What follows belongs to an exercise in optimizing a design on an open flow for small area; a production flow would make more cautious choices. RTL that was checked went through simulation tests only; none was proved equivalent to the original. No functional check of the RTL was part of runs 1 and 2. No activity file was given, so power comes from the tool's default toggle rates.

==> flow/design.v <==
module wspr_enc (
  input  wire       clk,
  input  wire       rst,       
  input  wire       we,        
  input  wire [7:0] addr,      
  input  wire [7:0] wdata,
  output reg  [7:0] rdata      
);
  localparam [31:0] POLY0 = 32'hF2D05351;
  localparam [31:0] POLY1 = 32'hE4613C47;
  localparam [161:0] SYNC = 162'b000110001101011000000011001010000011100010110011011100100100000100010101100011010010010101010110000101100010110011010000001010010000000111101001000111000100000011;
  localparam [1295:0] SRC_TAB = 1296'h55049e4d76258a39621194436c1b802f58079948712085345d0c8f3e67167b2a5201a15079288d3c651497466f1e83325b0a9c4b74238837600f92416a197e2d56059f4e77268b3a631295446d1c813059089a49722186355e0d903f68177c2b5302a04f78278c3b641396456e1d82315a099b4a732287365f0e914069187d2c54039d4c75248938611093426b1a7f2e57069847701f84335c0b8e3d66157a295100;
  localparam [21:0] K_T1  = 22'd4124224;    
  localparam [21:0] K_T2S = 22'd3485762;    
  localparam [21:0] K_T2P = 22'd65;
  localparam [21:0] K_T3  = 22'd63;
  localparam [31:0] SEEDC = 32'hDEADBF80;   
  localparam [2:0] PH_IDLE  = 3'd0,
                   PH_CHECK = 3'd1,
                   PH_NPASS = 3'd2,
                   PH_HINIT = 3'd3,
                   PH_HSTEP = 3'd4,
                   PH_MPASS = 3'd5,
                   PH_CLEAR = 3'd6,
                   PH_CONV  = 3'd7;
  localparam [2:0] E_NONE = 3'd0, E_CHAR = 3'd1, E_CALL = 3'd2, E_CMD = 3'd4;
  localparam [2:0] R0 = 3'd0, R1 = 3'd1, R10 = 3'd2, R18 = 3'd3,
                   R27 = 3'd4, R36 = 3'd5, R37 = 3'd6, R128 = 3'd7;
  localparam [2:0] D_VAL = 3'd0, D_PWR = 3'd1, D_SFX = 3'd2, D_K = 3'd3, D_HC = 3'd4;
  function is_digit(input [7:0] b);
    is_digit = (b >= 8'h30) && (b <= 8'h39);
  endfunction
  function is_upper(input [7:0] b);
    is_upper = (b >= 8'h41) && (b <= 8'h5A);
  endfunction
  function [7:0] to_upper(input [7:0] b);
    to_upper = ((b >= 8'h61) && (b <= 8'h7A)) ? b - 8'h20 : b;
  endfunction
  reg [207:0] ob;
  reg         use_sfx;
  wire [7:0]  call_len = ob[8*10 +: 8];
  wire [7:0]  power    = ob[8*11 +: 8];
  wire [7:0]  sfx      = ob[8*25 +: 8];
  reg       busy, done, err;
  reg [2:0] errcode;
  wire [7:0] status = {1'b0, errcode, 1'b0, busy, err, done};
  reg [2:0]  ph;
  reg [6:0]  cnt;
  reg [2:0]  op;
  reg [1:0]  mtype;           
  reg        f_pn, f_lall, f_lpos, f_pfx, f_sp4;
  reg [2:0]  carry;           
  reg [7:1]  dl;              
  reg        hcar;            
  reg [80:0] E, O;            
  reg        M0;              
  integer    i;
  wire sfx_two = (sfx >= 8'd36);
  wire sfx_bad = (sfx > 8'd81);
  wire [3:0] len4 = call_len[3:0];
  wire [3:0] comp_len = use_sfx ? (len4 + (sfx_two ? 4'd3 : 4'd2)) : (len4 + 4'd4);
  wire comp_bad = (comp_len < 4'd3) || (comp_len > 4'd10);
  wire do_shift = (call_len > 8'd2) && is_digit(ob[8*1 +: 8]) && is_upper(ob[8*2 +: 8]);
  reg [3:0] item;
  always @* begin
    item = cnt[3:0];
    if (ph == PH_NPASS) item = {1'b0, op};
    else if (ph == PH_MPASS) begin
      if (mtype == 2'd1)
        case (op)
          3'd0: item = 4'd6;
          3'd1: item = 4'd8;
          3'd2: item = 4'd7;
          default: item = 4'd9;
        endcase
      else
        item = 4'd10 + {1'b0, op};
    end
  end
  wire it_n   = (item < 4'd6);
  wire it_loc = (item >= 4'd6) && (item < 4'd10);
  wire norm   = it_n && (mtype != 2'd3);
  wire [3:0] ci = item - {3'd0, do_shift};
  wire [1:0] hword = (cnt[6:5] == 2'd0) ? 2'd2 : (cnt[6:5] == 2'd1) ? 2'd0 : 2'd1;
  wire [3:0] hj = {hword, cnt[4:3]};
  reg [4:0] ea;
  always @* begin
    if (ph == PH_HINIT) begin
      if (use_sfx) ea = {1'b0, hj};
      else if (hj < 4'd3) ea = 5'h16 + {1'b0, hj};
      else ea = {1'b0, hj - 4'd4};
    end else if (it_n) begin
      if (mtype == 2'd3) ea = (item == 4'd5) ? 5'h10 : 5'h11 + {1'b0, item};
      else ea = {1'b0, ci};
    end else if (it_loc) ea = 5'h0C + {1'b0, item} - 5'd6;
    else ea = 5'h16 + {1'b0, item} - 5'd10;
  end
  reg [7:0] eb;
  always @* begin
    eb = 8'h00;
    case (ea)
      5'd0:  eb = ob[8*0 +: 8];
      5'd1:  eb = ob[8*1 +: 8];
      5'd2:  eb = ob[8*2 +: 8];
      5'd3:  eb = ob[8*3 +: 8];
      5'd4:  eb = ob[8*4 +: 8];
      5'd5:  eb = ob[8*5 +: 8];
      5'd6:  eb = ob[8*6 +: 8];
      5'd7:  eb = ob[8*7 +: 8];
      5'd8:  eb = ob[8*8 +: 8];
      5'd9:  eb = ob[8*9 +: 8];
      5'd12: eb = ob[8*12 +: 8];
      5'd13: eb = ob[8*13 +: 8];
      5'd14: eb = ob[8*14 +: 8];
      5'd15: eb = ob[8*15 +: 8];
      5'd16: eb = ob[8*16 +: 8];
      5'd17: eb = ob[8*17 +: 8];
      5'd18: eb = ob[8*18 +: 8];
      5'd19: eb = ob[8*19 +: 8];
      5'd20: eb = ob[8*20 +: 8];
      5'd21: eb = ob[8*21 +: 8];
      5'd22: eb = ob[8*22 +: 8];
      5'd23: eb = ob[8*23 +: 8];
      5'd24: eb = ob[8*24 +: 8];
      default: ;
    endcase
  end
  wire [7:0] x = (norm || it_loc) ? to_upper(eb) : eb;
  wire force_sp = norm && (((item == 4'd0) && do_shift) || (ci >= len4) ||
                           ((item == 4'd5) && f_sp4));
  wire c_dig = is_digit(x) && !force_sp;
  wire c_up  = is_upper(x) && !force_sp;
  wire c_sp  = norm ? !(c_dig || c_up) : (x == 8'h20);
  wire c_ar  = (x >= 8'h41) && (x <= 8'h52);
  wire sub10 = (it_n && item >= 4'd3) || it_loc;
  reg [5:0] val;
  always @* begin
    if (c_dig)      val = {2'd0, x[3:0]};
    else if (c_sp)  val = sub10 ? 6'd26 : 6'd36;
    else            val = {1'b0, x[4:0]} + (sub10 ? 6'd63 : 6'd9);
    if (it_loc && !f_lall) val = 6'd0;
  end
  wire n_bad = !(c_dig || c_up || c_sp) || ((item == 4'd2) && !c_dig) ||
               ((item >= 4'd3) && c_dig);
  wire l_in  = c_dig || c_ar;
  wire l_pos = (item < 4'd8) ? c_ar : c_dig;
  reg [2:0] r_sel, d_sel;
  reg       d_neg, c_dl7;
  reg [21:0] kconst;
  reg [2:0] last_mop;
  always @* begin
    r_sel = R0; d_sel = D_VAL; d_neg = 1'b0; c_dl7 = 1'b0; kconst = K_T3;
    if (ph == PH_NPASS) begin
      case (op)
        3'd0: r_sel = R0;
        3'd1: r_sel = R36;
        3'd2: r_sel = R10;
        default: r_sel = R27;
      endcase
    end else begin
      case (mtype)
        2'd1: case (op)
          3'd0: begin r_sel = R0;   d_neg = 1'b1; end
          3'd1: begin r_sel = R10;  d_neg = 1'b1; end
          3'd2: r_sel = R18;
          3'd3: r_sel = R10;
          3'd4: begin r_sel = R128; d_sel = D_PWR; end
          default: begin r_sel = R1; d_sel = D_K; kconst = K_T1; end
        endcase
        2'd2: if (use_sfx) case (op)
          3'd0: d_sel = D_SFX;
          3'd1: begin r_sel = R128; d_sel = D_PWR; end
          default: begin r_sel = R1; d_sel = D_K; kconst = K_T2S; end
        endcase else case (op)
          3'd0: r_sel = R0;
          3'd1: r_sel = R37;
          3'd2: r_sel = R37;
          3'd3: begin r_sel = R128; d_sel = D_PWR; end
          default: begin r_sel = R1; d_sel = D_K; kconst = K_T2P; c_dl7 = 1'b1; end
        endcase
        default: case (op)
          3'd0: d_sel = D_HC;
          3'd1: begin r_sel = R128; d_sel = D_PWR; d_neg = 1'b1; end
          default: begin r_sel = R1; d_sel = D_K; end
        endcase
      endcase
    end
    case (mtype)
      2'd1: last_mop = 3'd5;
      2'd2: last_mop = use_sfx ? 3'd2 : 3'd4;
      default: last_mop = 3'd2;
    endcase
  end
  wire       alu_run = (cnt != 7'd0);
  wire [4:0] bix = cnt[4:0] - 5'd1;           
  wire       head = (ph == PH_NPASS) ? O[53] : M0;
  reg        d_raw;
  always @* begin
    case (d_sel)
      D_VAL:   d_raw = (bix < 5'd6) && val[bix[2:0]];
      D_PWR:   d_raw = (bix < 5'd8) && power[bix[2:0]];
      D_SFX:   d_raw = (bix < 5'd8) && sfx[bix[2:0]];
      D_K:     d_raw = kconst[bix];
      default: d_raw = E[49];
    endcase
  end
  wire d_bit = d_raw ^ d_neg;
  reg [2:0] tsum;
  always @* begin
    case (r_sel)
      R1:   tsum = {2'd0, head};
      R10:  tsum = dl[1] + dl[3];
      R18:  tsum = dl[1] + dl[4];
      R27:  tsum = head + dl[1] + dl[3] + dl[4];
      R36:  tsum = dl[2] + dl[5];
      R37:  tsum = head + dl[2] + dl[5];
      R128: tsum = {2'd0, dl[7]};
      default: tsum = 3'd0;
    endcase
  end
  wire [3:0] asum = tsum + d_bit + carry;
  wire       alu_out = asum[0];
  reg [4:0] rot;
  always @* begin
    case (op)
      3'd0: rot = 5'd14;
      3'd1: rot = 5'd11;
      3'd2: rot = 5'd25;
      3'd3: rot = 5'd16;
      3'd4: rot = 5'd4;
      3'd5: rot = 5'd14;
      default: rot = 5'd24;
    endcase
  end
  reg y_rot;
  always @* begin
    case (rot)
      5'd14: y_rot = (cnt[4:0] >= 5'd14) ? E[35] : E[67];
      5'd11: y_rot = (cnt[4:0] >= 5'd11) ? E[38] : E[70];
      5'd25: y_rot = (cnt[4:0] >= 5'd25) ? E[24] : E[56];
      5'd16: y_rot = (cnt[4:0] >= 5'd16) ? E[33] : E[65];
      5'd4:  y_rot = (cnt[4:0] >= 5'd4)  ? E[45] : E[77];
      default: y_rot = (cnt[4:0] >= 5'd24) ? E[25] : E[57];
    endcase
  end
  wire [2:0] sq = (sfx >= 8'd76) ? 3'd4 : (sfx >= 8'd66) ? 3'd3 :
                  (sfx >= 8'd56) ? 3'd2 : (sfx >= 8'd46) ? 3'd1 : 3'd0;
  reg  [6:0] sbase;
  always @* begin
    case (sq)
      3'd0: sbase = 7'd36;
      3'd1: sbase = 7'd46;
      3'd2: sbase = 7'd56;
      3'd3: sbase = 7'd66;
      default: sbase = 7'd76;
    endcase
  end
  wire [6:0] sr  = sfx[6:0] - sbase;
  wire [7:0] st0 = (sfx <= 8'd9)  ? {4'h3, sfx[3:0]} :
                   (sfx <= 8'd35) ? {2'b0, sfx[5:0]} + 8'h37 :
                                    {5'b00110, sq};
  wire [7:0] st1 = {4'h3, sr[3:0]};
  reg [7:0] kb;
  always @* begin
    if (use_sfx) begin
      if (hj < len4)                           kb = eb;
      else if (hj == len4)                     kb = 8'h2F;
      else if (hj == len4 + 4'd1)              kb = st0;
      else if (hj == len4 + 4'd2 && sfx_two)   kb = st1;
      else                                     kb = 8'h00;
    end else begin
      if (hj < 4'd3)                           kb = eb;
      else if (hj == 4'd3)                     kb = 8'h2F;
      else if (hj - 4'd4 < len4)               kb = eb;
      else                                     kb = 8'h00;
    end
  end
  wire [3:0] seed_lo = comp_len + 4'd1;
  wire seed_bit = (cnt[4:0] < 5'd4) ? seed_lo[cnt[1:0]] : SEEDC[cnt[4:0]];
  wire h_init = (ph == PH_HINIT);
  wire h_a    = h_init ? seed_bit : (O[17] ^ E[49]);
  wire h_b    = h_init ? kb[cnt[2:0]] : !y_rot;
  wire h_cin  = (cnt[4:0] == 5'd0) ? !h_init : hcar;
  wire h_out  = h_a ^ h_b ^ h_cin;
  wire h_cout = (h_a & h_b) | (h_a & h_cin) | (h_b & h_cin);
  wire m_conv  = (ph == PH_CONV);
  wire m_clear = (ph == PH_CLEAR);
  wire m_hpass = (ph == PH_MPASS) && (mtype == 2'd3) && (op == 3'd0) && alu_run;
  wire m_hash  = (ph == PH_HINIT) || (ph == PH_HSTEP) || m_hpass;
  wire m_nring = (ph == PH_NPASS) && alu_run;
  wire m_mring = (ph == PH_MPASS) && alu_run;
  wire u       = O[32];
  wire uc      = m_conv && u;
  wire hash_tail = m_hpass ? O[17] : h_out;
  wire pre0 = M0 && POLY0[5'd31 - cnt[4:0]];
  wire pre1 = M0 && POLY1[5'd31 - cnt[4:0]];
  reg [2:0] chk_err;
  always @* begin
    chk_err = E_NONE;
    if (mtype == 2'd0)                    chk_err = E_CMD;
    else if (call_len > 8'd10)            chk_err = E_CALL;
    else if (f_pn)                        chk_err = E_CHAR;
    else begin
      case (mtype)
        2'd1: if (f_lall && !f_lpos) chk_err = E_CHAR;
        2'd2: begin
          if (use_sfx) begin
            if (sfx_bad) chk_err = E_CALL;
          end else if (f_pfx) begin
            chk_err = E_CHAR;
          end
        end
        default: if ((use_sfx && sfx_bad) || comp_bad) chk_err = E_CALL;
      endcase
    end
  end
  wire host_wr = we && !busy;
  wire [7:0] wd = wdata & {8{!rst}};
  always @(posedge clk) begin
    for (i = 0; i < 26; i = i + 1)
      if (rst || (host_wr && addr == i)) ob[8*i +: 8] <= wd;
    if (rst || (host_wr && addr == 8'h1A)) use_sfx <= wd[0];
  end
  always @(posedge clk) begin
    if (rst) begin
      busy    <= 1'b0;
      done    <= 1'b0;
      err     <= 1'b0;
      errcode <= E_NONE;
      ph      <= PH_IDLE;
    end else begin
      cnt <= cnt + 7'd1;
      case (ph)
        PH_IDLE: begin
          if (host_wr && addr == 8'h1B) begin
            mtype   <= (wdata[7:2] == 6'd0) ? wdata[1:0] : 2'd0;
            busy    <= 1'b1;
            done    <= 1'b0;
            err     <= 1'b0;
            errcode <= E_NONE;
            f_pn    <= 1'b0;
            f_lall  <= 1'b1;
            f_lpos  <= 1'b1;
            f_pfx   <= 1'b0;
            cnt     <= 7'd0;
            ph      <= PH_CHECK;
          end
        end
        PH_CHECK: begin
          if (it_n) begin
            if (n_bad) f_pn <= 1'b1;
            if (item == 4'd4) f_sp4 <= c_sp;
          end else if (it_loc) begin
            if (!l_in)  f_lall <= 1'b0;
            if (!l_pos) f_lpos <= 1'b0;
          end else if (cnt != 7'd13 && !(c_dig || c_up || c_sp)) begin
            f_pfx <= 1'b1;
          end
          if (cnt == 7'd13) begin
            cnt <= 7'd0;
            op  <= 3'd0;
            if (chk_err != E_NONE) begin
              busy    <= 1'b0;
              done    <= 1'b1;
              err     <= 1'b1;
              errcode <= chk_err;
              ph      <= PH_IDLE;
            end else begin
              ph <= PH_NPASS;
            end
          end
        end
        PH_NPASS: begin
          if (cnt == 7'd28) begin
            cnt <= 7'd0;
            op  <= op + 3'd1;
            if (op == 3'd5) begin
              op <= 3'd0;
              ph <= (mtype == 2'd3) ? PH_HINIT : PH_MPASS;
            end
          end
        end
        PH_HINIT: begin
          if (cnt == 7'd95) begin
            cnt <= 7'd0;
            ph  <= PH_HSTEP;
          end
        end
        PH_HSTEP: begin
          if (cnt == 7'd31) begin
            cnt <= 7'd0;
            op  <= op + 3'd1;
            if (op == 3'd6) begin
              op <= 3'd0;
              ph <= PH_MPASS;
            end
          end
        end
        PH_MPASS: begin
          if (cnt == 7'd22) begin
            cnt <= 7'd0;
            op  <= op + 3'd1;
            if (op == last_mop) ph <= PH_CLEAR;
          end
        end
        PH_CLEAR: begin
          if (cnt == 7'd31) begin
            cnt <= 7'd0;
            ph  <= PH_CONV;
          end
        end
        default: begin   
          if (cnt == 7'd48) begin
            busy <= 1'b0;
            done <= 1'b1;
            ph   <= PH_IDLE;
          end
        end
      endcase
    end
  end
  always @(posedge clk) begin
    if (ph == PH_NPASS || ph == PH_MPASS) begin
      if (!alu_run) begin
        carry <= d_neg ? 3'd1 : (c_dl7 ? {2'd0, dl[7]} : 3'd0);
        dl    <= 7'd0;
      end else begin
        carry <= asum[3:1];
        dl    <= {dl[6:1], head};
      end
    end
    hcar <= h_cout;
  end
  always @(posedge clk) begin
    if (m_conv || m_clear || m_hash) begin
      for (i = 0; i < 31; i = i + 1)
        E[i] <= E[i+1] ^ (uc && POLY0[31-i]);
      E[31] <= m_hash ? E[32] : (m_conv ? (u && POLY0[0]) : pre0);
    end
    if (m_conv || m_hash) begin
      for (i = 32; i < 80; i = i + 1)
        E[i] <= E[i+1];
      E[80] <= m_conv ? E[0] : hash_tail;
    end
    if (m_conv || m_clear) begin
      for (i = 0; i < 17; i = i + 1)
        O[i] <= O[i+1] ^ (uc && POLY1[31-i]);
    end
    if (m_conv || m_clear || m_hash) begin
      for (i = 17; i < 31; i = i + 1)
        O[i] <= O[i+1] ^ (uc && POLY1[31-i]);
      O[31] <= m_hash ? E[0] : (m_conv ? (u && POLY1[0]) : pre1);
    end
    if (m_conv || m_mring) begin
      for (i = 32; i < 52; i = i + 1)
        O[i] <= O[i+1];
      O[52] <= m_conv ? O[53] : alu_out;
    end
    if (m_conv || m_nring) begin
      for (i = 53; i < 80; i = i + 1)
        O[i] <= O[i+1];
      O[80] <= m_conv ? O[0] : alu_out;
    end
    if (m_mring)
      M0 <= O[32];
  end
  wire [31:0] lo = 32'd1 << addr[4:0];
  wire [7:0]  hi = 8'd1 << addr[7:5];
  reg  [7:0]  rd_g0;           
  always @* begin
    rd_g0 = 8'h00;
    for (i = 0; i < 26; i = i + 1)
      rd_g0 = rd_g0 | (ob[8*i +: 8] & {8{lo[i]}});
    rd_g0 = rd_g0 | ({7'd0, use_sfx} & {8{lo[26]}}) | (status & {8{lo[28]}});
  end
  wire [255:0] symb, syncb;
  assign symb[0] = 1'b0; assign syncb[0] = 1'b0;
  assign symb[1] = 1'b0; assign syncb[1] = 1'b0;
  assign symb[2] = 1'b0; assign syncb[2] = 1'b0;
  assign symb[3] = 1'b0; assign syncb[3] = 1'b0;
  assign symb[4] = 1'b0; assign syncb[4] = 1'b0;
  assign symb[5] = 1'b0; assign syncb[5] = 1'b0;
  assign symb[6] = 1'b0; assign syncb[6] = 1'b0;
  assign symb[7] = 1'b0; assign syncb[7] = 1'b0;
  assign symb[8] = 1'b0; assign syncb[8] = 1'b0;
  assign symb[9] = 1'b0; assign syncb[9] = 1'b0;
  assign symb[10] = 1'b0; assign syncb[10] = 1'b0;
  assign symb[11] = 1'b0; assign syncb[11] = 1'b0;
  assign symb[12] = 1'b0; assign syncb[12] = 1'b0;
  assign symb[13] = 1'b0; assign syncb[13] = 1'b0;
  assign symb[14] = 1'b0; assign syncb[14] = 1'b0;
  assign symb[15] = 1'b0; assign syncb[15] = 1'b0;
  assign symb[16] = 1'b0; assign syncb[16] = 1'b0;
  assign symb[17] = 1'b0; assign syncb[17] = 1'b0;
  assign symb[18] = 1'b0; assign syncb[18] = 1'b0;
  assign symb[19] = 1'b0; assign syncb[19] = 1'b0;
  assign symb[20] = 1'b0; assign syncb[20] = 1'b0;
  assign symb[21] = 1'b0; assign syncb[21] = 1'b0;
  assign symb[22] = 1'b0; assign syncb[22] = 1'b0;
  assign symb[23] = 1'b0; assign syncb[23] = 1'b0;
  assign symb[24] = 1'b0; assign syncb[24] = 1'b0;
  assign symb[25] = 1'b0; assign syncb[25] = 1'b0;
  assign symb[26] = 1'b0; assign syncb[26] = 1'b0;
  assign symb[27] = 1'b0; assign syncb[27] = 1'b0;
  assign symb[28] = 1'b0; assign syncb[28] = 1'b0;
  assign symb[29] = 1'b0; assign syncb[29] = 1'b0;
  assign symb[30] = 1'b0; assign syncb[30] = 1'b0;
  assign symb[31] = 1'b0; assign syncb[31] = 1'b0;
  assign symb[32] = E[31]; assign syncb[32] = 1'b1;
  assign symb[33] = O[72]; assign syncb[33] = 1'b1;
  assign symb[34] = O[11]; assign syncb[34] = 1'b0;
  assign symb[35] = E[51]; assign syncb[35] = 1'b0;
  assign symb[36] = O[21]; assign syncb[36] = 1'b0;
  assign symb[37] = E[61]; assign syncb[37] = 1'b0;
  assign symb[38] = O[1]; assign syncb[38] = 1'b0;
  assign symb[39] = E[41]; assign syncb[39] = 1'b0;
  assign symb[40] = O[26]; assign syncb[40] = 1'b1;
  assign symb[41] = E[66]; assign syncb[41] = 1'b0;
  assign symb[42] = O[6]; assign syncb[42] = 1'b0;
  assign symb[43] = E[46]; assign syncb[43] = 1'b0;
  assign symb[44] = O[16]; assign syncb[44] = 1'b1;
  assign symb[45] = E[56]; assign syncb[45] = 1'b1;
  assign symb[46] = O[77]; assign syncb[46] = 1'b1;
  assign symb[47] = E[36]; assign syncb[47] = 1'b0;
  assign symb[48] = E[28]; assign syncb[48] = 1'b0;
  assign symb[49] = O[69]; assign syncb[49] = 1'b0;
  assign symb[50] = E[8]; assign syncb[50] = 1'b1;
  assign symb[51] = O[49]; assign syncb[51] = 1'b0;
  assign symb[52] = E[18]; assign syncb[52] = 1'b0;
  assign symb[53] = O[59]; assign syncb[53] = 1'b1;
  assign symb[54] = E[79]; assign syncb[54] = 1'b0;
  assign symb[55] = O[39]; assign syncb[55] = 1'b1;
  assign symb[56] = E[23]; assign syncb[56] = 1'b1;
  assign symb[57] = O[64]; assign syncb[57] = 1'b1;
  assign symb[58] = E[3]; assign syncb[58] = 1'b1;
  assign symb[59] = O[44]; assign syncb[59] = 1'b0;
  assign symb[60] = E[13]; assign syncb[60] = 1'b0;
  assign symb[61] = O[54]; assign syncb[61] = 1'b0;
  assign symb[62] = E[74]; assign syncb[62] = 1'b0;
  assign symb[63] = O[34]; assign syncb[63] = 1'b0;
  assign symb[64] = O[30]; assign syncb[64] = 1'b0;
  assign symb[65] = E[70]; assign syncb[65] = 1'b0;
  assign symb[66] = E[9]; assign syncb[66] = 1'b1;
  assign symb[67] = O[50]; assign syncb[67] = 1'b0;
  assign symb[68] = E[19]; assign syncb[68] = 1'b0;
  assign symb[69] = O[60]; assign syncb[69] = 1'b1;
  assign symb[70] = E[80]; assign syncb[70] = 1'b0;
  assign symb[71] = O[40]; assign syncb[71] = 1'b1;
  assign symb[72] = E[24]; assign syncb[72] = 1'b0;
  assign symb[73] = O[65]; assign syncb[73] = 1'b0;
  assign symb[74] = E[4]; assign syncb[74] = 1'b0;
  assign symb[75] = O[45]; assign syncb[75] = 1'b0;
  assign symb[76] = E[14]; assign syncb[76] = 1'b0;
  assign symb[77] = O[55]; assign syncb[77] = 1'b0;
  assign symb[78] = E[75]; assign syncb[78] = 1'b1;
  assign symb[79] = O[35]; assign syncb[79] = 1'b0;
  assign symb[80] = O[27]; assign syncb[80] = 1'b1;
  assign symb[81] = E[67]; assign syncb[81] = 1'b1;
  assign symb[82] = O[7]; assign syncb[82] = 1'b0;
  assign symb[83] = E[47]; assign syncb[83] = 1'b0;
  assign symb[84] = O[17]; assign syncb[84] = 1'b1;
  assign symb[85] = E[57]; assign syncb[85] = 1'b1;
  assign symb[86] = O[78]; assign syncb[86] = 1'b0;
  assign symb[87] = E[37]; assign syncb[87] = 1'b1;
  assign symb[88] = O[22]; assign syncb[88] = 1'b0;
  assign symb[89] = E[62]; assign syncb[89] = 1'b0;
  assign symb[90] = O[2]; assign syncb[90] = 1'b0;
  assign symb[91] = E[42]; assign syncb[91] = 1'b1;
  assign symb[92] = O[12]; assign syncb[92] = 1'b1;
  assign symb[93] = E[52]; assign syncb[93] = 1'b0;
  assign symb[94] = O[73]; assign syncb[94] = 1'b1;
  assign symb[95] = E[32]; assign syncb[95] = 1'b0;
  assign symb[96] = E[30]; assign syncb[96] = 1'b0;
  assign symb[97] = O[71]; assign syncb[97] = 1'b0;
  assign symb[98] = O[10]; assign syncb[98] = 1'b0;
  assign symb[99] = E[50]; assign syncb[99] = 1'b1;
  assign symb[100] = O[20]; assign syncb[100] = 1'b1;
  assign symb[101] = E[60]; assign syncb[101] = 1'b0;
  assign symb[102] = O[0]; assign syncb[102] = 1'b1;
  assign symb[103] = E[40]; assign syncb[103] = 1'b0;
  assign symb[104] = O[25]; assign syncb[104] = 1'b1;
  assign symb[105] = E[65]; assign syncb[105] = 1'b0;
  assign symb[106] = O[5]; assign syncb[106] = 1'b1;
  assign symb[107] = E[45]; assign syncb[107] = 1'b0;
  assign symb[108] = O[15]; assign syncb[108] = 1'b1;
  assign symb[109] = E[55]; assign syncb[109] = 1'b0;
  assign symb[110] = O[76]; assign syncb[110] = 1'b0;
  assign symb[111] = E[35]; assign syncb[111] = 1'b1;
  assign symb[112] = E[27]; assign syncb[112] = 1'b0;
  assign symb[113] = O[68]; assign syncb[113] = 1'b0;
  assign symb[114] = E[7]; assign syncb[114] = 1'b1;
  assign symb[115] = O[48]; assign syncb[115] = 1'b0;
  assign symb[116] = E[17]; assign syncb[116] = 1'b1;
  assign symb[117] = O[58]; assign syncb[117] = 1'b1;
  assign symb[118] = E[78]; assign syncb[118] = 1'b0;
  assign symb[119] = O[38]; assign syncb[119] = 1'b0;
  assign symb[120] = E[22]; assign syncb[120] = 1'b0;
  assign symb[121] = O[63]; assign syncb[121] = 1'b1;
  assign symb[122] = E[2]; assign syncb[122] = 1'b1;
  assign symb[123] = O[43]; assign syncb[123] = 1'b0;
  assign symb[124] = E[12]; assign syncb[124] = 1'b1;
  assign symb[125] = O[53]; assign syncb[125] = 1'b0;
  assign symb[126] = E[73]; assign syncb[126] = 1'b1;
  assign symb[127] = O[33]; assign syncb[127] = 1'b0;
  assign symb[128] = O[29]; assign syncb[128] = 1'b0;
  assign symb[129] = E[69]; assign syncb[129] = 1'b0;
  assign symb[130] = O[9]; assign syncb[130] = 1'b1;
  assign symb[131] = E[49]; assign syncb[131] = 1'b0;
  assign symb[132] = O[19]; assign syncb[132] = 1'b0;
  assign symb[133] = E[59]; assign syncb[133] = 1'b0;
  assign symb[134] = O[80]; assign syncb[134] = 1'b0;
  assign symb[135] = E[39]; assign syncb[135] = 1'b0;
  assign symb[136] = O[24]; assign syncb[136] = 1'b1;
  assign symb[137] = E[64]; assign syncb[137] = 1'b0;
  assign symb[138] = O[4]; assign syncb[138] = 1'b0;
  assign symb[139] = E[44]; assign syncb[139] = 1'b1;
  assign symb[140] = O[14]; assign syncb[140] = 1'b0;
  assign symb[141] = E[54]; assign syncb[141] = 1'b0;
  assign symb[142] = O[75]; assign syncb[142] = 1'b1;
  assign symb[143] = E[34]; assign syncb[143] = 1'b1;
  assign symb[144] = E[26]; assign syncb[144] = 1'b1;
  assign symb[145] = O[67]; assign syncb[145] = 1'b0;
  assign symb[146] = E[6]; assign syncb[146] = 1'b1;
  assign symb[147] = O[47]; assign syncb[147] = 1'b1;
  assign symb[148] = E[16]; assign syncb[148] = 1'b0;
  assign symb[149] = O[57]; assign syncb[149] = 1'b0;
  assign symb[150] = E[77]; assign syncb[150] = 1'b1;
  assign symb[151] = O[37]; assign syncb[151] = 1'b1;
  assign symb[152] = E[21]; assign syncb[152] = 1'b0;
  assign symb[153] = O[62]; assign syncb[153] = 1'b1;
  assign symb[154] = E[1]; assign syncb[154] = 1'b0;
  assign symb[155] = O[42]; assign syncb[155] = 1'b0;
  assign symb[156] = E[11]; assign syncb[156] = 1'b0;
  assign symb[157] = O[52]; assign syncb[157] = 1'b1;
  assign symb[158] = E[72]; assign syncb[158] = 1'b1;
  assign symb[159] = O[32]; assign syncb[159] = 1'b1;
  assign symb[160] = O[31]; assign syncb[160] = 1'b0;
  assign symb[161] = E[71]; assign syncb[161] = 1'b0;
  assign symb[162] = E[10]; assign syncb[162] = 1'b0;
  assign symb[163] = O[51]; assign syncb[163] = 1'b0;
  assign symb[164] = E[20]; assign syncb[164] = 1'b0;
  assign symb[165] = O[61]; assign syncb[165] = 1'b1;
  assign symb[166] = E[0]; assign syncb[166] = 1'b0;
  assign symb[167] = O[41]; assign syncb[167] = 1'b1;
  assign symb[168] = E[25]; assign syncb[168] = 1'b0;
  assign symb[169] = O[66]; assign syncb[169] = 1'b0;
  assign symb[170] = E[5]; assign syncb[170] = 1'b1;
  assign symb[171] = O[46]; assign syncb[171] = 1'b1;
  assign symb[172] = E[15]; assign syncb[172] = 1'b0;
  assign symb[173] = O[56]; assign syncb[173] = 1'b0;
  assign symb[174] = E[76]; assign syncb[174] = 1'b0;
  assign symb[175] = O[36]; assign syncb[175] = 1'b0;
  assign symb[176] = O[28]; assign syncb[176] = 1'b0;
  assign symb[177] = E[68]; assign syncb[177] = 1'b0;
  assign symb[178] = O[8]; assign syncb[178] = 1'b0;
  assign symb[179] = E[48]; assign syncb[179] = 1'b1;
  assign symb[180] = O[18]; assign syncb[180] = 1'b1;
  assign symb[181] = E[58]; assign syncb[181] = 1'b0;
  assign symb[182] = O[79]; assign syncb[182] = 1'b1;
  assign symb[183] = E[38]; assign syncb[183] = 1'b0;
  assign symb[184] = O[23]; assign syncb[184] = 1'b1;
  assign symb[185] = E[63]; assign syncb[185] = 1'b1;
  assign symb[186] = O[3]; assign syncb[186] = 1'b0;
  assign symb[187] = E[43]; assign syncb[187] = 1'b0;
  assign symb[188] = O[13]; assign syncb[188] = 1'b0;
  assign symb[189] = E[53]; assign syncb[189] = 1'b1;
  assign symb[190] = O[74]; assign syncb[190] = 1'b1;
  assign symb[191] = E[33]; assign syncb[191] = 1'b0;
  assign symb[192] = E[29]; assign syncb[192] = 1'b0;
  assign symb[193] = O[70]; assign syncb[193] = 1'b0;
  assign symb[194] = 1'b0; assign syncb[194] = 1'b0;
  assign symb[195] = 1'b0; assign syncb[195] = 1'b0;
  assign symb[196] = 1'b0; assign syncb[196] = 1'b0;
  assign symb[197] = 1'b0; assign syncb[197] = 1'b0;
  assign symb[198] = 1'b0; assign syncb[198] = 1'b0;
  assign symb[199] = 1'b0; assign syncb[199] = 1'b0;
  assign symb[200] = 1'b0; assign syncb[200] = 1'b0;
  assign symb[201] = 1'b0; assign syncb[201] = 1'b0;
  assign symb[202] = 1'b0; assign syncb[202] = 1'b0;
  assign symb[203] = 1'b0; assign syncb[203] = 1'b0;
  assign symb[204] = 1'b0; assign syncb[204] = 1'b0;
  assign symb[205] = 1'b0; assign syncb[205] = 1'b0;
  assign symb[206] = 1'b0; assign syncb[206] = 1'b0;
  assign symb[207] = 1'b0; assign syncb[207] = 1'b0;
  assign symb[208] = 1'b0; assign syncb[208] = 1'b0;
  assign symb[209] = 1'b0; assign syncb[209] = 1'b0;
  assign symb[210] = 1'b0; assign syncb[210] = 1'b0;
  assign symb[211] = 1'b0; assign syncb[211] = 1'b0;
  assign symb[212] = 1'b0; assign syncb[212] = 1'b0;
  assign symb[213] = 1'b0; assign syncb[213] = 1'b0;
  assign symb[214] = 1'b0; assign syncb[214] = 1'b0;
  assign symb[215] = 1'b0; assign syncb[215] = 1'b0;
  assign symb[216] = 1'b0; assign syncb[216] = 1'b0;
  assign symb[217] = 1'b0; assign syncb[217] = 1'b0;
  assign symb[218] = 1'b0; assign syncb[218] = 1'b0;
  assign symb[219] = 1'b0; assign syncb[219] = 1'b0;
  assign symb[220] = 1'b0; assign syncb[220] = 1'b0;
  assign symb[221] = 1'b0; assign syncb[221] = 1'b0;
  assign symb[222] = 1'b0; assign syncb[222] = 1'b0;
  assign symb[223] = 1'b0; assign syncb[223] = 1'b0;
  assign symb[224] = 1'b0; assign syncb[224] = 1'b0;
  assign symb[225] = 1'b0; assign syncb[225] = 1'b0;
  assign symb[226] = 1'b0; assign syncb[226] = 1'b0;
  assign symb[227] = 1'b0; assign syncb[227] = 1'b0;
  assign symb[228] = 1'b0; assign syncb[228] = 1'b0;
  assign symb[229] = 1'b0; assign syncb[229] = 1'b0;
  assign symb[230] = 1'b0; assign syncb[230] = 1'b0;
  assign symb[231] = 1'b0; assign syncb[231] = 1'b0;
  assign symb[232] = 1'b0; assign syncb[232] = 1'b0;
  assign symb[233] = 1'b0; assign syncb[233] = 1'b0;
  assign symb[234] = 1'b0; assign syncb[234] = 1'b0;
  assign symb[235] = 1'b0; assign syncb[235] = 1'b0;
  assign symb[236] = 1'b0; assign syncb[236] = 1'b0;
  assign symb[237] = 1'b0; assign syncb[237] = 1'b0;
  assign symb[238] = 1'b0; assign syncb[238] = 1'b0;
  assign symb[239] = 1'b0; assign syncb[239] = 1'b0;
  assign symb[240] = 1'b0; assign syncb[240] = 1'b0;
  assign symb[241] = 1'b0; assign syncb[241] = 1'b0;
  assign symb[242] = 1'b0; assign syncb[242] = 1'b0;
  assign symb[243] = 1'b0; assign syncb[243] = 1'b0;
  assign symb[244] = 1'b0; assign syncb[244] = 1'b0;
  assign symb[245] = 1'b0; assign syncb[245] = 1'b0;
  assign symb[246] = 1'b0; assign syncb[246] = 1'b0;
  assign symb[247] = 1'b0; assign syncb[247] = 1'b0;
  assign symb[248] = 1'b0; assign syncb[248] = 1'b0;
  assign symb[249] = 1'b0; assign syncb[249] = 1'b0;
  assign symb[250] = 1'b0; assign syncb[250] = 1'b0;
  assign symb[251] = 1'b0; assign syncb[251] = 1'b0;
  assign symb[252] = 1'b0; assign syncb[252] = 1'b0;
  assign symb[253] = 1'b0; assign syncb[253] = 1'b0;
  assign symb[254] = 1'b0; assign syncb[254] = 1'b0;
  assign symb[255] = 1'b0; assign syncb[255] = 1'b0;
  reg sym_bit, sync_bit;
  always @* begin
    sym_bit = 1'b0;
    sync_bit = 1'b0;
    for (i = 1; i < 8; i = i + 1) begin
      sym_bit  = sym_bit  | (hi[i] & |(symb[32*i +: 32] & lo));
      sync_bit = sync_bit | (hi[i] & |(syncb[32*i +: 32] & lo));
    end
  end
  wire [7:0] rd_mux = hi[0] ? rd_g0 : {6'd0, sym_bit, sync_bit};
  always @(posedge clk)
    rdata <= rd_mux;
endmodule
==> flow/run.sh <==
#!/bin/bash
# synth_recipe.tcl (not shown) runs the flow's synth.tcl, then flattens the netlist and writes it again
# the make line also repeats each setting of config.mk as NAME=value (left out here)
make -C /OpenROAD-flow-scripts/flow DESIGN_CONFIG=/design/flow/config.mk WORK_HOME=/design/flow/orfs CLKGATE_MAP_FILE= SYNTH_SCRIPT=/design/flow/synth_recipe.tcl finish
==> flow/config.mk <==
export PLATFORM = sky130hd
export DESIGN_NAME = wspr_enc
export DESIGN_NICKNAME = wspr_enc
export VERILOG_FILES = /design/flow/design.v
export SDC_FILE = /design/flow/constraint.sdc
export NUM_CORES = 4
export LEC_CHECK = 0
export ABC_AREA = 1
export CAP_MARGIN = 20
export CORE_MARGIN = 2
export CORE_UTILIZATION = 40
export CTS_BUF_LIST = sky130_fd_sc_hd__clkbuf_4
export CTS_CLUSTER_DIAMETER = 45
export CTS_CLUSTER_SIZE = 10
export PLACE_DENSITY = 0.6
export SLEW_MARGIN = 20
==> flow/constraint.sdc <==
create_clock -name core_clock -period 25.0 [get_ports {clk}]
set_input_delay 5.0000 -clock core_clock [delete_from_list [all_inputs] [get_ports {clk}]]
set_output_delay 5.0000 -clock core_clock [all_outputs]
set_load 0.01 [all_outputs]
==> results.py, run 1 <==
metrics = {
    "outcome": {
        "outcome": "finished clean",
    },
    "worst_hold_path": {
        "min_to": "O[73]",
        "min_path_type": "flip-flop to flip-flop",
        "whs_path_depth": 0,
        "hp-start": "O[74]",
    },
    "clock_tree": {
        "post_cts_buffers": 0,
        "hold_buffers": 0,
        "cts.sinks": 417,
        "ctsLongestPathBuffers": 3,
        "htreeDepth": 2,
        "clk_pin_slew_ns": 0.11,
        "cts_buffers": 61,
        "cts_tree": "done",
        "cts_root_buf": "clkbuf_4",
        "cts_resized": 0,
        "clk_latency_ns": 0.90,
    },
    "floorplanning": {
        "start_util_pct": 40.61,
        "dieArea_um2": 60750,
        "fp.dieH_um": 246.5,
        "io-pin-count": 27,
        "core_area_um2": 57920,
        "num_rows": 88,
        "die_x_um": 246.5,
    },
    "timing": {
        "min_period_ns": 9.046,
        "setup_viol": 0,
        "skew_ns": 0.04912,
        "finalHoldViolCount": 0,
        "maxSlewHeadroom_pct": 20.44,
        "rsz0062_at_grt": "false",
        "post-route-period-util_pct": 36.18,
        "slew_violations": 0,
        "tns_ns": 0,
        "fmax_mhz": 110.6,
        "worst_slew_pin_slew_ns": 1.183,
    },
    "route": {
        "drtPass1Iterations": 6,
        "wl_per_cell_um": 29.94,
        "drtIter0Drc": 2918,
        "final_antenna_net_count": 0,
        "route.vias.total": 20630,
        "avgViaCountPerCell": 6.046,
        "drc": 0,
        "wirelength_mm": 102.2,
    },
    "worst_setup_path": {
        "rr_worst_depth": 49,
        "critPathTopFamily": "simple AND/OR/NAND/NOR gates",
        "rr_startpoint": "cnt[2]",
        "critPathCaptureType": "flip-flop",
        "criticalPathCategory": "flip-flop to flip-flop",
        "critPathBufInv": 6,
        "critPathRequiredTime_ns": 25.59,
        "startpoint": "cnt[2]",
        "rrSetupSlack_ns": 15.95,
        "max_stage_delay_ns": 0.72,
        "start_kind": "flip-flop",
        "crit_fanout": 13,
        "cp_slowest_cell": "nor2_2",
        "crit_arrival_ns": 9.64,
        "reg2reg_to": "carry[0]",
        "critPathMostFrequentCell": "nand2_1",
    },
    "grt": {
        "grt_use_total_pct": 33.47,
        "top_usage_layer": "met2",
        "grtUsageMet3_pct": 7.397,
        "grt_pass1_wl_mm": 143.2,
        "grtUsageMet1_pct": 47.20,
        "grt_pass1_vias": 19490,
        "met2_usage_pct": 50.25,
        "grt_overflow_total": 0,
        "antenna_found_initial": 6,
        "grt_max_degree": 50,
    },
    "flow_run": {
        "max_cap_violations": 0,
    },
    "synthesis": {
        "synth_nets": 2635,
        "synth_area_um2": 23520,
        "synth.avg_cell_area_um2": 9.256,
        "synth_commonest_cells": "nand2_1, edfxtp_1, inv_1",
        "synth_edf_count": 399,
        "ys.flop_type": "edfxtp_1",
        "async_flop_share_pct": 0,
        "yosysWarnings": 1,
        "yosys-top-cells-area": "edfxtp_1, nand2_1, inv_1, nor2_1, ha_1",
        "yosysTopAreaCell": "edfxtp_1",
        "synth-seq-cells": 417,
        "synth.yosys.seq_area_share_pct": 52.47,
        "synthDistinctLibCells": 68,
        "synth_top_area_share_pct": 50.94,
        "synth_most_common_cell": "nand2_1",
        "synthCells": 2541,
    },
    "placed_design": {
        "numPortBuffers": 26,
        "dp_cells": 3305,
        "post_dp_cell_area_um2": 24830,
        "gp_congestion": 1.029,
        "hpwlAfterDp_mm": 78.00,
    },
    "power_and_ir_drop": {
        "cellLeakagePower_uw": 0.01012,
        "ir_worst_vdd_mv": 0.2383,
        "power_density_nw_per_um2": 137.9,
        "finalPower_uw": 3542,
    },
    "finish": {
        "final_cells": 3413,
        "final_layout_size_suffix_gt1_share_pct": 10.74,
        "final_area_um2": 25690,
        "synthToLayoutAreaGrowth_pct": 9.230,
        "num-nets-final": 2697,
    },
}
per-layer routing:
layer | vias to the layer above | part of all wire, %
met5 | - | 0.013
met4 | 2 | 4.3
met3 | 221 | 10
met2 | 1294 | 43
met1 | 10080 | 42
li1 | 9035 | -
layout make-up:
type / instances / area [um^2]
inverters: 321 / 1221
repair buffers: 71 / 598.1
diodes: 4 / 10.01
fillers: 5741 / 32220
flip-flops and latches: 417 / 12340
well taps: 765 / 957.2
clock inverters: 34 / 312.8
clock buffers: 70 / 525.5
multi-input cells: 1731 / 9724
layout by cell type (no fill, tap or decap), drive strengths merged, types with 12 or more instances in the layout:
cell type	instances
nand4	45
clkinv	23
inv	320
ha	68
xor2	37
nand2	618
o21ai	133
xnor2	14
a21oi	87
clkdlybuf4s50	26
edfxtp	399
dfxtp	18
buf	45
clkbuf	70
nor2	276
o2111ai	23
nor3	32
a221oi	56
nor4	24
nand3	166
o211ai	12
a22o	13
cell families after synthesis:
family                     count (synthesis)  synth area share (%)
and+or+nand+nor                         1181                 22.73
muxes                                      1               0.04256
adders and majority gates                 75                 4.213
buffers and inverters                    393                 6.634
AOI/OAI and AO/OA                        423                 12.01
xor gates and xnor gates                  51                 1.899
DFF                                      417                 52.47
report_power, final:
| group | switching, uW | internal, uW | total (uW) |
|---|---|---|---|
| Combinational | 1530 | 589 | 2120 |
| Sequential | 85.6 | 876 | 962 |
| Clock | 280 | 183 | 463 |
| Total | 1890 | 1650 | 3540 |
worst max-delay path by stage:
stage	endpoint	slack (ns)	depth (start not counted)
floorplan	rdata[7]	17.37	22
global placement	rdata[0]	15.29	14
detailed placement	rdata[0]	15.37	14
CTS	carry[0]	16.15	49
global route	carry[0]	15.40	49
finish	carry[0]	15.95	49
metrics by stage:
step / setup WS [ns] / hold WS (ns) / util (%)
CTS: 16.15 / 0.4581 / 44.32
floorplan: 17.37 / 0.4219 / -
global placement: 15.29 / 0.4301 / 42.87
global route: 15.40 / 0.4688 / 44.35
finish: 15.95 / 0.4575 / 44.36
detailed placement: 15.37 / 0.4351 / 42.88
state kept, by name (all words and copies together) (netlist names):
name,flops
f_lall,1
err,1
rdata,8
done,1
carry,3
E,81
use_sfx,1
dl,7
hcar,1
op,3
ob,208
f_sp4,1
f_lpos,1
ph,3
f_pn,1
cnt,7
errcode,3
M0,1
busy,1
f_pfx,1
O,81
mtype,2
worst reg2reg max path, delay by kind of cell, from the launching register on:
family	cells	cell delay [ns]
AOI/OAI and AO/OA	3	0.67
DFF	1	0.63
adders and majority gates	4	1.40
and+or+nand+nor	36	4.99
buffers and inverters	6	1.06
==> inputs of run 2 (changes only) <==
--- a/flow/config.mk
+++ b/flow/config.mk
@@ -11,5 +11,5 @@
 export CORE_UTILIZATION = 40
-export CTS_BUF_LIST = sky130_fd_sc_hd__clkbuf_4
-export CTS_CLUSTER_DIAMETER = 45
-export CTS_CLUSTER_SIZE = 10
+export CTS_BUF_LIST = sky130_fd_sc_hd__clkbuf_8
+export CTS_CLUSTER_DIAMETER = 50
+export CTS_CLUSTER_SIZE = 16
 export PLACE_DENSITY = 0.6
==> run 2 against run 1 <==
  * Critical endpoint is now rdata[0]
  * Wire length barely moved
  * Worst setup slack worse by 0.023 ns
  * Utilization is 0.53 points higher
  * Worst hold slack worse by 0.0026 ns
  * Critical path type is now primary input to flip-flop
  * Synthesized area stayed put
==> results.py, run 2 <==
metrics = {
    "power_and_ir_drop": {
        "clockPowerShare_pct": 15.3,
        "seqPwrFrac_pct": 26.5,
        "cellLeakagePower_uw": 0.01024,
        "swShare_pct": 53.00,
        "pwr-share-comb_pct": 58.2,
        "internal-power_uw": 1709,
        "p_sw_uw": 1927,
        "ir_worst_vdd_mv": 0.2390,
        "power_density_nw_per_um2": 139.9,
    },
    "synthesis": {
        "yosysTopAreaCell": "edfxtp_1",
        "async_flop_share_pct": 0,
        "synthAdderAreaFrac_pct": 4.213,
        "yosys.area_share.xor_xnor_pct": 1.899,
        "synth_compound_area_share_pct": 12.01,
        "synth.yosys.seq_area_share_pct": 52.47,
        "synth_top_family_by_area": "simple AND/OR/NAND/NOR gates",
        "synth_most_common_cell": "nand2_1",
        "synth_commonest_cells": "nand2_1, edfxtp_1, inv_1",
        "synth_area_um2": 23520,
        "synth_top_area_share_pct": 50.94,
        "synth_nets": 2635,
        "synthCells": 2541,
        "synth_edf_count": 399,
        "muxShareOfSynthArea_pct": 0.04256,
        "ys.flop_type": "edfxtp_1",
        "synth-seq-cells": 417,
        "synthSimpleGateAreaFrac_pct": 22.73,
        "yosysWarnings": 1,
        "synth.avg_cell_area_um2": 9.256,
        "yosys-top-cells-area": "edfxtp_1, nand2_1, inv_1, nor2_1, ha_1",
        "synthDistinctLibCells": 68,
    },
    "clock_tree": {
        "post_cts_buffers": 0,
        "clk_pin_slew_ns": 0.10,
        "htreeDepth": 2,
        "cts_buffers": 51,
        "cts_resized": 0,
        "clk_latency_ns": 0.68,
        "hold_buffers": 0,
        "cts_tree": "done",
        "ctsLongestPathBuffers": 3,
        "cts_root_buf": "clkbuf_8",
        "cts.sinks": 417,
    },
    "flow_run": {
        "max_cap_violations": 0,
    },
    "timing": {
        "tns_ns": 0,
        "rsz0062_at_grt": "false",
        "maxSlewHeadroom_pct": 25.21,
        "skew_ns": 0.03980,
        "worst_slew_pin_slew_ns": 1.110,
        "setup_viol": 0,
        "finalHoldViolCount": 0,
        "fmax_mhz": 110.3,
        "min_period_ns": 9.069,
        "post-route-period-util_pct": 36.27,
        "slew_violations": 0,
    },
    "placed_design": {
        "hpwlAfterDp_mm": 78.00,
        "post_dp_cell_area_um2": 24830,
        "numPortBuffers": 26,
        "gp_congestion": 1.029,
    },
    "floorplanning": {
        "start_util_pct": 40.61,
        "core_area_um2": 57920,
        "io-pin-count": 27,
        "die_x_um": 246.5,
        "dieArea_um2": 60750,
        "num_rows": 88,
        "fp.dieH_um": 246.5,
    },
    "finish": {
        "synthToLayoutAreaGrowth_pct": 10.53,
        "final_layout_size_suffix_gt1_share_pct": 10.30,
        "final_area_um2": 26000,
        "num-fill-cells": 5728,
        "num-nets-final": 2688,
        "largest_reg_flops": 208,
        "regMostFlops": "ob",
        "final_cell_mix": "nand2_1, edfxtp_1, inv_1",
        "mostFrequentLayoutCell": "nand2_1",
        "reg_top3": "ob: 208 flops, E: 81 flops, O: 81 flops",
    },
    "worst_hold_path": {
        "min_path_type": "flip-flop to flip-flop",
    },
    "route": {
        "wirelength_mm": 102.1,
        "drtIter0Drc": 2904,
        "route.vias.total": 20340,
        "drc": 0,
        "drtPass1Iterations": 6,
        "avgViaCountPerCell": 5.981,
        "final_antenna_net_count": 0,
        "wl_per_cell_um": 30.03,
    },
    "worst_setup_path": {
        "criticalPathCategory": "primary input to flip-flop",
        "start_kind": "primary input",
        "critPathRequiredTime_ns": 25.55,
        "critPathTopFamily": "compound AO/OA/AOI/OAI gates",
        "crit_fanout": 23,
        "max_stage_delay_ns": 1.15,
        "critPathBufInv": 2,
        "crit_arrival_ns": 9.62,
        "critPathCaptureType": "flip-flop",
        "critPathMostFrequentCell": "a221oi_1",
        "cp_slowest_cell": "clkdlybuf4s50_1",
        "critical_path.cell_chain": "clkdlybuf4s50_1 > nor2_1 > inv_1 > o2111ai_1 > a221oi_1 > o221ai_1 > a221oi_1 > o211ai_1 > a221oi_1 > o2111ai_1 > a221oi_1 > o21ai_0 > nor3_1 > a41oi_1",
    },
    "grt": {
        "grt_overflow_total": 0,
        "grt_max_degree": 50,
        "grt_pass1_wl_mm": 143.2,
        "grt_pass1_vias": 19320,
        "grt_use_total_pct": 33.42,
        "antenna_found_initial": 4,
    },
    "outcome": {
        "outcome": "finished clean",
    },
}
==> run 2: cell counts after synthesis <==
No cell type changed its count.
==> run 2: per-layer routing <==
metal,track usage (%),vias up,wire [um]
met5,0,-,45
met4,12.44,6,4364
met1,47.00,9885,42980
met2,50.14,1215,44010
li1,-,8990,-
met3,7.669,240,10690
==> run 2: cell families after synthesis <==
family,Yosys count
XOR/XNOR,51
multiplexers,1
buffers and inverters,393
AO/OA/AOI/OAI,423
flip-flops,417
adder cells (fa/ha/maj),75
AND/OR/NAND/NOR,1181
==> run 2: area by class of cell <==
| cell class | instances | area [um^2] | share of cell area (%) |
|---|---|---|---|
| multi-input cells | 1731 | 9727 | 37.42 |
| clock buffers | 51 | 701.9 | 2.700 |
| well taps | 765 | 957.2 | 3.682 |
| diodes | 4 | 10.01 | 0.03850 |
| flip-flops and latches | 417 | 12340 | 47.48 |
| repair buffers | 72 | 603.1 | 2.320 |
| clock inverters | 39 | 434.2 | 1.670 |
| inverters | 321 | 1221 | 4.697 |
==> run 2: worst register-to-register path, delay by kind of cell (launching register included) <==
family          cells  cell delay [ns]
simple gates       36             4.99
fa+ha+maj           4             1.40
buf+inv             6             1.05
compound gates      3             0.66
flops               1             0.62
==> run 2: power groups by stage <==
stage	logic [uW]	registers [uW]	clock network, uW
floorplan	1440	924	0
finish	2120	962	557
global route	2300	967	591
CTS	2070	958	565
global placement	2030	973	0
detailed placement	2070	973	0
==> run 2: worst paths after layout <==
check / start / endpoint / slack [ns] / depth (start not counted)
worst max-delay path: addr[4] / rdata[0] / 15.93 / 14
worst min-delay path: O[78] / O[77] / 0.45 / 0
worst max register to register: cnt[2] / carry[0] / 16.03 / 49
worst min register to register: O[78] / O[77] / 0.45 / 0
==> run 2: metrics by stage <==
stage | setup slack (ns) | cells | total power (uW) | utilization [%] | hold WS (ns)
floorplan | 17.37 | 2541 | 2362 | - | 0.4219
global placement | 15.29 | 3305 | 3000 | 42.87 | 0.4301
detailed placement | 15.37 | 3305 | 3038 | 42.88 | 0.4351
CTS | 16.09 | 3395 | 3596 | 44.84 | 0.4413
global route | 15.45 | 3396 | 3862 | 44.87 | 0.4560
finish | 15.93 | 3400 | 3636 | 44.89 | 0.4549
==> inputs of run 3 (changes only) <==
--- a/flow/design.v
+++ b/flow/design.v
@@ -29,10 +29,26 @@
   localparam [2:0] D_VAL = 3'd0, D_PWR = 3'd1, D_SFX = 3'd2, D_K = 3'd3, D_HC = 3'd4;
+  function lt8(input [7:0] a, input [7:0] b);
+    integer k;
+    reg lt, eq;
+    begin
+      lt = 1'b0;
+      eq = 1'b1;
+      for (k = 7; k >= 0; k = k - 1) begin
+        lt = lt | (eq & ~a[k] & b[k]);
+        eq = eq & ~(a[k] ^ b[k]);
+      end
+      lt8 = lt;
+    end
+  endfunction
+  function in1n(input [4:0] v, input [4:0] n);
+    in1n = (v != 5'd0) && !lt8({3'd0, n}, {3'd0, v});
+  endfunction
   function is_digit(input [7:0] b);
-    is_digit = (b >= 8'h30) && (b <= 8'h39);
+    is_digit = (b[7:4] == 4'h3) && (!b[3] || (b[2:1] == 2'b00));
   endfunction
   function is_upper(input [7:0] b);
-    is_upper = (b >= 8'h41) && (b <= 8'h5A);
+    is_upper = (b[7:5] == 3'b010) && in1n(b[4:0], 5'd26);
   endfunction
   function [7:0] to_upper(input [7:0] b);
-    to_upper = ((b >= 8'h61) && (b <= 8'h7A)) ? b - 8'h20 : b;
+    to_upper = ((b[7:5] == 3'b011) && in1n(b[4:0], 5'd26)) ? {b[7:6], 1'b0, b[4:0]} : b;
   endfunction
@@ -76,9 +92,23 @@
       else
-        item = 4'd10 + {1'b0, op};
+        case (op)
+          3'd0: item = 4'd10;
+          3'd1: item = 4'd11;
+          default: item = 4'd12;
+        endcase
     end
   end
-  wire it_n   = (item < 4'd6);
-  wire it_loc = (item >= 4'd6) && (item < 4'd10);
+  wire it_n   = lt8({4'd0, item}, 8'd6);
+  wire it_loc = !it_n && lt8({4'd0, item}, 8'd10);
   wire norm   = it_n && (mtype != 2'd3);
-  wire [3:0] ci = item - {3'd0, do_shift};
+  reg [3:0] ci;
+  always @* begin
+    case (item[2:0])
+      3'd0: ci = do_shift ? 4'd15 : 4'd0;
+      3'd1: ci = do_shift ? 4'd0 : 4'd1;
+      3'd2: ci = do_shift ? 4'd1 : 4'd2;
+      3'd3: ci = do_shift ? 4'd2 : 4'd3;
+      3'd4: ci = do_shift ? 4'd3 : 4'd4;
+      default: ci = do_shift ? 4'd4 : 4'd5;
+    endcase
+  end
   wire [1:0] hword = (cnt[6:5] == 2'd0) ? 2'd2 : (cnt[6:5] == 2'd1) ? 2'd0 : 2'd1;
@@ -89,9 +119,38 @@
       if (use_sfx) ea = {1'b0, hj};
-      else if (hj < 4'd3) ea = 5'h16 + {1'b0, hj};
-      else ea = {1'b0, hj - 4'd4};
+      else
+        case (hj)
+          4'd0: ea = 5'h16;
+          4'd1: ea = 5'h17;
+          4'd2: ea = 5'h18;
+          4'd4: ea = 5'd0;
+          4'd5: ea = 5'd1;
+          4'd6: ea = 5'd2;
+          4'd7: ea = 5'd3;
+          4'd8: ea = 5'd4;
+          4'd9: ea = 5'd5;
+          4'd10: ea = 5'd6;
+          4'd11: ea = 5'd7;
+          default: ea = 5'd31;
+        endcase
     end else if (it_n) begin
-      if (mtype == 2'd3) ea = (item == 4'd5) ? 5'h10 : 5'h11 + {1'b0, item};
+      if (mtype == 2'd3)
+        case (item[2:0])
+          3'd0: ea = 5'h11;
+          3'd1: ea = 5'h12;
+          3'd2: ea = 5'h13;
+          3'd3: ea = 5'h14;
+          3'd4: ea = 5'h15;
+          default: ea = 5'h10;
+        endcase
       else ea = {1'b0, ci};
-    end else if (it_loc) ea = 5'h0C + {1'b0, item} - 5'd6;
-    else ea = 5'h16 + {1'b0, item} - 5'd10;
+    end else
+      case (item)
+        4'd6: ea = 5'h0C;
+        4'd7: ea = 5'h0D;
+        4'd8: ea = 5'h0E;
+        4'd9: ea = 5'h0F;
+        4'd10: ea = 5'h16;
+        4'd11: ea = 5'h17;
+        default: ea = 5'h18;
+      endcase
   end
@@ -128,3 +187,3 @@
   wire [7:0] x = (norm || it_loc) ? to_upper(eb) : eb;
-  wire force_sp = norm && (((item == 4'd0) && do_shift) || (ci >= len4) ||
+  wire force_sp = norm && (((item == 4'd0) && do_shift) || !lt8({4'd0, ci}, {4'd0, len4}) ||
                            ((item == 4'd5) && f_sp4));
==> flow/config.mk (replaced) <==
export PLATFORM = sky130hd
export DESIGN_NAME = wspr_enc
export DESIGN_NICKNAME = wspr_enc
export VERILOG_FILES = /design/flow/design.v
export SDC_FILE = /design/flow/constraint.sdc
export NUM_CORES = 4
export LEC_CHECK = 0
export ABC_AREA = 1
export CAP_MARGIN = 0
export CORE_MARGIN = 2
export CORE_UTILIZATION = 40
export CTS_BUF_LIST = sky130_fd_sc_hd__clkbuf_4
export CTS_CLUSTER_DIAMETER = 45
export CTS_CLUSTER_SIZE = 10
export PLACE_DENSITY = 0.6
export SLEW_MARGIN = 0
==> run 3 against run 2 <==
  * Still clean
  * Count of clock-buffer cells in the layout increased by 22
  * Critical path depth rose by 9
  * Final cell count decreased by 2.4%
  * Synthesized area is 2.5% lower
  * Via count decreased by 2.2%
  * Sequential power shrank 13%
  * Power shrank 49%
  * Fmax grew 6.7%
  * Sequential share of layout area up 1.6 points
  * Synthesized cell count decreased by 3.7%
  * Register-to-register slack better by 0.96 ns
  * Critical endpoint is now rdata[1]
  * Largest cell class unchanged
==> results.py, run 3 <==
metrics = {
    "outcome": {
        "outcome": "finished clean",
    },
    "synthesis": {
        "muxShareOfSynthArea_pct": 0,
        "yosys-top-cells-area": "edfxtp_1, nand2_1, inv_1, nor2_1, nand3_1",
        "synth-seq-cells": 417,
        "async_flop_share_pct": 0,
        "yosysWarnings": 1,
        "synth_most_common_cell": "nand2_1",
        "synth_nets": 2526,
        "ys.flop_type": "edfxtp_1",
        "synthDistinctLibCells": 65,
        "synthSimpleGateAreaFrac_pct": 22.48,
        "synth_compound_area_share_pct": 12.04,
        "yosys.area_share.xor_xnor_pct": 1.834,
        "yosysTopAreaCell": "edfxtp_1",
        "synth_commonest_cells": "nand2_1, edfxtp_1, inv_1",
        "synth_top_area_share_pct": 52.27,
        "synth_area_um2": 22920,
        "synthCells": 2448,
        "synth_top_family_by_area": "simple AND/OR/NAND/NOR gates",
        "synth.avg_cell_area_um2": 9.363,
        "synthAdderAreaFrac_pct": 3.450,
        "synth_edf_count": 399,
        "synth.yosys.seq_area_share_pct": 53.85,
    },
    "clock_tree": {
        "cts_buffers": 61,
        "cts.sinks": 417,
        "cts_tree": "done",
        "ctsLongestPathBuffers": 3,
        "cts_root_buf": "clkbuf_4",
        "clk_latency_ns": 0.90,
        "cts_resized": 0,
        "clk_pin_slew_ns": 0.12,
        "post_cts_buffers": 0,
        "hold_buffers": 0,
        "htreeDepth": 2,
    },
    "grt": {
        "grt_pass1_vias": 18860,
        "grt_use_total_pct": 30.04,
        "antenna_found_initial": 4,
        "grt_pass1_wl_mm": 130.3,
        "grt_overflow_total": 0,
        "grt_max_degree": 50,
    },
    "finish": {
        "num-fill-cells": 5462,
        "synthToLayoutAreaGrowth_pct": 9.728,
        "final_layout_size_suffix_gt1_share_pct": 10.93,
        "largest_reg_flops": 208,
        "final_cell_mix": "nand2_1, edfxtp_1, inv_1",
        "mostFrequentLayoutCell": "nand2_1",
        "regMostFlops": "ob",
        "num-nets-final": 2598,
        "reg_top3": "ob: 208 flops, E: 81 flops, O: 81 flops",
    },
    "floorplanning": {
        "fp.dieH_um": 243.4,
        "num_rows": 87,
        "io-pin-count": 27,
        "core_area_um2": 56500,
        "dieArea_um2": 59230,
        "die_x_um": 243.4,
        "start_util_pct": 40.57,
    },
    "placed_design": {
        "hpwlAfterDp_mm": 68.06,
        "place_ws_ns": 15.84,
        "gp_congestion": 1.005,
        "numPortBuffers": 26,
    },
    "route": {
        "wirelength_mm": 89.97,
        "route.vias.total": 19880,
        "wl_per_cell_um": 27.11,
        "drtPass1Iterations": 8,
        "final_antenna_net_count": 0,
        "drc": 0,
        "drtIter0Drc": 2711,
        "avgViaCountPerCell": 5.990,
    },
    "worst_setup_path": {
        "critical_path.cell_chain": "clkdlybuf4s50_1 > nor2_1 > inv_1 > nor2_1 > inv_1 > nor2_1 > buf_4 > inv_1 > nor2_1 > a221oi_1 > nand4_1 > a2111oi_0 > o21ai_0 > a21oi_1 > nand3_1 > a21oi_1 > nand4_1 > a221oi_1 > nand3_1 > a21oi_1 > nand2_1 > a21oi_1 > a32oi_1",
        "start_kind": "primary input",
        "cp_slowest_cell": "clkdlybuf4s50_1",
        "critPathTopFamily": "compound AO/OA/AOI/OAI gates",
        "critPathBufInv": 5,
        "crit_arrival_ns": 9.17,
        "max_stage_delay_ns": 0.59,
        "critPathCaptureType": "flip-flop",
        "critPathRequiredTime_ns": 25.67,
        "crit_fanout": 10,
        "criticalPathCategory": "primary input to flip-flop",
    },
    "power_and_ir_drop": {
        "cellLeakagePower_uw": 0.009747,
        "finalPower_uw": 1855,
        "power_density_nw_per_um2": 73.74,
        "ir_worst_vdd_mv": 0.05262,
    },
    "timing": {
        "rsz0062_at_grt": "false",
        "post-route-period-util_pct": 33.99,
        "tns_ns": 0,
        "fmax_mhz": 117.7,
        "min_period_ns": 8.499,
        "maxSlewHeadroom_pct": 17.60,
        "setup_viol": 0,
        "skew_ns": 0.1069,
        "slew_violations": 0,
        "finalWorstSetupSlack_ns": 16.50,
        "finalHoldViolCount": 0,
        "worst_slew_pin_slew_ns": 1.228,
        "holdWs_ns": 0.4534,
    },
    "flow_run": {
        "max_cap_violations": 0,
    },
    "worst_hold_path": {
        "min_path_type": "flip-flop to flip-flop",
    },
}
==> run 3: cell count changes in the layout (fill, tap and decap cells not counted), sizes merged, moves of 10 or more <==
cell	delta
inv	-34
nand2	-63
clkbuf	+22
nand4	+41
nand3	-13
ha	-16
nor4	-12
a22oi	+10
==> run 3: worst paths after layout <==
path,cells past startpoint,from,end,slack (ns)
setup / recovery,23,addr[2],rdata[1],16.50
hold / removal,0,O[33],O[32],0.45
setup reg to reg,42,ob[82],carry[0],16.99
hold reg to reg,0,O[33],O[32],0.45
==> run 3: layer usage <==
metal	vias up	wire [um]	part of all wire [%]	GRT usage [%]
li1	8761	-	-	-
met1	9698	37830	42	42.35
met2	1209	38640	43	44.96
met3	212	9441	10	6.235
met4	0	4056	4.5	12.47
met5	-	0	0	0
==> run 3: kinds of logic (layout without fill, tap and decap cells) <==
group | Yosys count | in the layout
buffers and inverters | 368 | 482
AND/OR/NAND/NOR | 1131 | 1131
adder cells (fa/ha/maj) | 59 | 59
other | 0 | 1
AO/OA/AOI/OAI | 425 | 425
flip-flops | 417 | 417
XOR/XNOR | 48 | 48
==> run 3: stage by stage <==
| stage | cell area [um^2] | utilization (%) | cells |
|---|---|---|---|
| after floorplan | 22920 | - | 2448 |
| after global placement | 24290 | 43.00 | 3213 |
| after detailed placement | 24290 | 43.00 | 3213 |
| after CTS | 25150 | 44.51 | 3318 |
| after global routing | 25150 | 44.52 | 3319 |
| final | 25150 | 44.52 | 3319 |
==> run 3: power breakdown <==
group	internal, uW	switching (uW)	leakage, uW
clock network	188	271	0.000478
registers	799	35.0	0.00388
logic	157	404	0.00539
total	1140	710	0.00975
==> run 3: cell type report <==
cell class              instances  area [um^2]  area share (%)
clock inverters                32        307.8           1.224
repair buffers                 81        673.1           2.676
well taps                     756        945.9           3.761
flip-flops and latches        417        12340           49.07
diodes                          1        2.502        0.009950
multi-input cells            1663         9210           36.62
inverters                     296         1121           4.458
clock buffers                  73        548.0           2.179

## port drivers added, routing unchanged
The results above use ideal ports. As a check the final layouts listed here were re-extracted and re-timed, cells and wires unchanged.
Step 1, drivers: a clkbuf_16 drives clk and a buf_2 each remaining input, both assumed.
Step 2 times the ports against the registers' clock, not the clock port: input delays grow and output delays shrink by t, the midpoint of the rising clock arrivals with the driver on.
Slacks: ideal / step 1 / step 2; pairs: ideal / step 1.
| run | t, ns | setup slack, ns | latest minus earliest clock arrival (ns) | worst data-port slew with drivers (ns) |
|---|---|---|---|---|
| run 1 | 0.928 | 15.955 / 15.955 / 15.187 | 0.050 / 0.050 | 0.06 |
| run 2 | 0.730 | 15.932 / 15.935 / 15.205 | 0.051 / 0.051 | 0.06 |
| run 3 | 0.902 | 16.501 / 16.533 / 15.630 | 0.106 / 0.107 | 0.04 |
After both steps every run listed still meets setup and hold. For run 3, which loses most, drivers alone change the setup slack by +0.032 ns; drivers and shift together by -0.871 ns.
